Context: an optimization exercise on an open-source flow, tuned for small area, a short achievable clock period and few clock cycles per item. The choices shown serve that exercise and are no tape-out recipe. The RTL was checked by simulation tests, not by an equivalence proof against the original design. Power figures rest on the tool's default switching activity, not on a simulated workload.

Design oqpsk_mod, start of the top module:
module oqpsk_mod (
    input  wire        clk,
    input  wire        rst,
    input  wire        cmd_valid,
    output wire        cmd_ready,
    input  wire [1:0]  cmd_op,
    input  wire [7:0]  cmd_arg,
    input  wire [31:0] cmd_data,
    output reg         out_valid,
    input  wire        out_ready,
    output reg  [31:0] out_i,
    output reg  [31:0] out_q
);
clock: 22.0 ns
lec_check: 0
cap_margin: 20
core_margin: 2
core_utilization: 40
place_density: 0.8
slew_margin: 20
standard.sh (not shown) runs the stock make flow with config.mk's settings and CLKGATE_MAP_FILE= SYNTH_SCRIPT=/design/flow/synth_recipe.tcl, a recipe that flattens the netlist after the stock synthesis.
==> flow/flow/run.sh <==
#!/bin/bash
# The standard layout (the standard.sh, whole), with these changes:
#  - ports are buffered with buf_2 cells (the default picks a slow delay cell);
#  - clock tree synthesis does not add dummy loads and clusters up to 24
#    sinks per clkbuf_16;
#  - timing repair aims for 16.5 ns of setup slack (the clock stays 22 ns).
set -euo pipefail
export BUFFER_PORTS_ARGS="-buffer_cell sky130_fd_sc_hd__buf_2"
export CTS_ARGS="-sink_clustering_enable -repair_clock_nets -dont_use_dummy_load -buf_list sky130_fd_sc_hd__clkbuf_16 -sink_clustering_size 24 -sink_clustering_max_diameter 120"
export SETUP_SLACK_MARGIN=16.5
bash standard.sh > standard.log 2>&1
The first run ran to the end with no violations.
Testbench counts at the start, summed over its fixed seeds: cycles 87,959, items 86,016.
Then changed:
--- a/flow/config.mk
+++ b/flow/config.mk
@@ -8,5 +8,4 @@
 export CAP_MARGIN = 20
 export CORE_MARGIN = 2
-export CORE_UTILIZATION = 40
-export PLACE_DENSITY = 0.8
+export CORE_UTILIZATION = 60
 export SLEW_MARGIN = 20
The new run produced a clean layout.
Setup slack got worse by 0.13 ns.
Clock skew came out higher by 0.017 ns.
Global-route usage came out higher by 14 points.
Routed wire length increases by 3.4%.
Maximum frequency falls by about 2.2%.
Worst hold slack is worse by 0.036 ns.
Critical path depth is unchanged.
Non-clock buffer count rises by 3.
Cell count decreases by 9.3%.
Area after synthesis stays the same.

* * *

Setup of rev 12:
Another version of the RTL of oqpsk_mod (not shown whole).
For scale: ~3300 cells after synthesis, ~990 flip-flops, ~110 I/O pins, roughly 38000 um^2 of cells after synthesis.
clock: 22.0 ns
lec_check: 0
cap_margin: 20
core_margin: 2
core_utilization: 40
slew_margin: 20
run.sh (not shown) runs the stock make flow with config.mk's settings and CLKGATE_MAP_FILE= SYNTH_SCRIPT=/design/flow/synth_recipe.tcl, a recipe that flattens the netlist after the stock synthesis.
Stock flow here: none of the scripts above is used.
Testbench counts of rev 12, summed over its fixed seeds: cycles 88,541, items 86,016.
[inputs] rev 13 vs rev 12
==> flow/flow/run.sh (new file) <==
#!/bin/bash
# The standard layout, with two changes:
#  - ports are buffered with buf_2 cells (the default picks a slow delay cell);
#  - clock tree synthesis does not add dummy loads.
set -euo pipefail
export BUFFER_PORTS_ARGS="-buffer_cell sky130_fd_sc_hd__buf_2"
export CTS_ARGS="-sink_clustering_enable -repair_clock_nets -dont_use_dummy_load"
bash standard.sh > standard.log 2>&1
==> flow/standard.sh (new file) <==
#!/bin/bash
# synth_recipe.tcl (not shown) runs the flow's synth.tcl, then flattens the netlist and writes it again
# the make line also repeats each setting of config.mk as NAME=value (left out here)
make -C /OpenROAD-flow-scripts/flow DESIGN_CONFIG=/design/flow/config.mk WORK_HOME=/design/flow/orfs CLKGATE_MAP_FILE= SYNTH_SCRIPT=/design/flow/synth_recipe.tcl "${@:-finish}"
removed: flow/run.sh
[summary]
Rev 12 → rev 13: detailed-route via count decreased 99; clock period minus final worst setup slack down 0.46 ns; growth of design area from synthesis to finish shows a reduction of 3.6 points; post-route core utilization moved down.
Rev 12 vs rev 13, highest metal layer with signal wires: met5 vs met4
Rev 13 completed; timing, DRC and antenna clean

* * *

oqpsk_mod with an RTL version that a note above also has.
For scale: ~110 I/O pins, ~38000 um^2 of cells after synthesis.
export LEC_CHECK = 0
export CAP_MARGIN = 20
export CORE_MARGIN = 2
export CORE_UTILIZATION = 40
export PLACE_DENSITY = 0.9
export SLEW_MARGIN = 20
create_clock -name core_clock -period 22.0 [get_ports {clk}]
standard.sh (not shown) runs the stock make flow with config.mk's settings and CLKGATE_MAP_FILE= SYNTH_SCRIPT=/design/flow/synth_recipe.tcl, a recipe that flattens the netlist after the stock synthesis.
==> flow/flow/run.sh <==
#!/bin/bash
# The standard layout (the standard.sh, whole), with these changes:
#  - ports are buffered with buf_2 cells (the default picks a slow delay cell);
#  - clock tree synthesis does not add dummy loads and clusters up to 28
#    sinks per clkbuf_16;
#  - timing repair aims for 17.0 ns of setup slack (the clock stays 22 ns).
set -euo pipefail
export BUFFER_PORTS_ARGS="-buffer_cell sky130_fd_sc_hd__buf_2"
export CTS_ARGS="-sink_clustering_enable -repair_clock_nets -dont_use_dummy_load -buf_list sky130_fd_sc_hd__clkbuf_16 -sink_clustering_size 28 -sink_clustering_max_diameter 130"
export SETUP_SLACK_MARGIN=17.0
bash standard.sh > standard.log 2>&1
The baseline finished with timing, DRC and antenna clean.
Testbench counts at the start, summed over its fixed seeds: cycles 87,959, items 86,016.
Change:
==> flow/flow/run.sh (replaced) <==
#!/bin/bash
# The standard layout (the standard.sh, whole), with these changes:
#  - ports are buffered with buf_2 cells (the default picks a slow delay cell);
#  - clock tree synthesis does not add dummy loads and clusters up to 24
#    sinks per clkbuf_16;
#  - timing repair aims for 16.5 ns of setup slack (the clock stays 22 ns).
set -euo pipefail
export BUFFER_PORTS_ARGS="-buffer_cell sky130_fd_sc_hd__buf_2"
export CTS_ARGS="-sink_clustering_enable -repair_clock_nets -dont_use_dummy_load -buf_list sky130_fd_sc_hd__clkbuf_16 -sink_clustering_size 24 -sink_clustering_max_diameter 120"
export SETUP_SLACK_MARGIN=16.5
bash standard.sh > standard.log 2>&1
- PLACE_DENSITY: 0.9 -> not set
=>
- The changed run produced a clean layout
- flip-flop and latch count does not change
- total power climbs slightly
- worst setup slack got worse by 0.12 ns
- die area stays the same
- first-iteration DRC count drops by a quarter to a third
Change:
--- a/flow/flow/run.sh
+++ b/flow/flow/run.sh
@@ -4 +4 @@
-#  - clock tree synthesis does not add dummy loads and clusters up to 24
+#  - clock tree synthesis does not add dummy loads and clusters up to 28
@@ -9 +9 @@
-export CTS_ARGS="-sink_clustering_enable -repair_clock_nets -dont_use_dummy_load -buf_list sky130_fd_sc_hd__clkbuf_16 -sink_clustering_size 24 -sink_clustering_max_diameter 120"
+export CTS_ARGS="-sink_clustering_enable -repair_clock_nets -dont_use_dummy_load -buf_list sky130_fd_sc_hd__clkbuf_16 -sink_clustering_size 28 -sink_clustering_max_diameter 130"
=> Core utilization is lower by 0.17 points. Count of clock-buffer cells in the layout is lower by 6. Cell count barely changes. Synthesized cell count does not change. Worst hold slack is worse by 0.013 ns. Wire length is about the same. Die area stays the same. Global-route usage hardly moves. Via count is lower by 0.69%. Area after synthesis does not change. Clock power is lower by 6.1%.
Change:
==> flow/flow/run.sh (replaced) <==
#!/bin/bash
# The standard layout, with these changes:
#  - ports are buffered with buf_2 cells (the default picks a slow delay cell);
#  - clock tree synthesis does not add dummy loads and clusters up to 24
#    sinks per clkbuf_16.
set -euo pipefail
export BUFFER_PORTS_ARGS="-buffer_cell sky130_fd_sc_hd__buf_2"
export CTS_ARGS="-sink_clustering_enable -repair_clock_nets -dont_use_dummy_load -buf_list sky130_fd_sc_hd__clkbuf_16 -sink_clustering_size 24 -sink_clustering_max_diameter 120"
bash standard.sh > standard.log 2>&1
=> Global-route usage rose by 0.19 points. Critical path depth climbs by 3. Final cell count barely changes. Via count came out higher by 0.33%.
Change:
==> flow/flow/run.sh (replaced) <==
#!/bin/bash
# The standard layout (the standard.sh, whole), with these changes:
#  - ports are buffered with buf_2 cells (the default picks a slow delay cell);
#  - clock tree synthesis does not add dummy loads and clusters up to 28
#    sinks per clkbuf_16;
#  - timing repair aims for 16.5 ns of setup slack (the clock stays 22 ns).
set -euo pipefail
export BUFFER_PORTS_ARGS="-buffer_cell sky130_fd_sc_hd__buf_2"
export CTS_ARGS="-sink_clustering_enable -repair_clock_nets -dont_use_dummy_load -buf_list sky130_fd_sc_hd__clkbuf_16 -sink_clustering_size 28 -sink_clustering_max_diameter 130"
export SETUP_SLACK_MARGIN=16.5
bash standard.sh > standard.log 2>&1
- PLACE_DENSITY: not set -> 0.8
After rerunning:
- The new run produced a clean layout
- power fell slightly
- routed wire length went down by a few percent
- sequential power hardly moves
- via count went up by a few percent
- cell area stays flat
- critical path depth falls by 3
- synthesized cell count stays the same
- register-to-register slack gains 0.05 ns
- die area stays the same

## static timing again, ports no longer ideal
No port has a modelled driver above. Below, the same layouts with a new extraction and two added sets of constraints. Step 1: set_driving_cell puts a clkbuf_16 on clk and a buf_2 on each other input, an assumption about the parent block. Step 2 moves the port delays by t, midway between the first and last clock arrival at a register: inputs arrive t later, outputs are due t later. That takes back most of the time a late clock gives input paths. a / b / c = ideal ports / drivers / drivers and shift; a / b = the first two.
run	shift t [ns]	setup WS [ns]	clock arrival spread, ns	cell pins on the clock port's net
the first run of note 1	0.665	16.422 / 16.364 / 15.954	0.106 / 0.107	1
the second run of note 1	0.677	16.297 / 16.228 / 16.079	0.095 / 0.095	1
rev 12	0.730	15.494 / 15.426 / 15.233	0.068 / 0.069	1
rev 13	0.703	15.953 / 15.889 / 15.718	0.110 / 0.109	1
the first run of note 3	0.668	16.432 / 16.370 / 16.216	0.058 / 0.057	1
the second run of note 3	0.680	16.311 / 16.251 / 16.030	0.079 / 0.079	1
the third run of note 3	0.672	16.317 / 16.249 / 16.038	0.108 / 0.108	1
the fourth run of note 3	0.669	16.294 / 16.314 / 15.661	0.087 / 0.087	1
the fifth run of note 3	0.662	16.430 / 16.366 / 15.951	0.101 / 0.101	1
After both steps setup and hold are still met in every run listed. The setup slack of the fourth run of note 3, which loses most, moves by +0.020 ns with the drivers and by -0.633 ns with both steps.
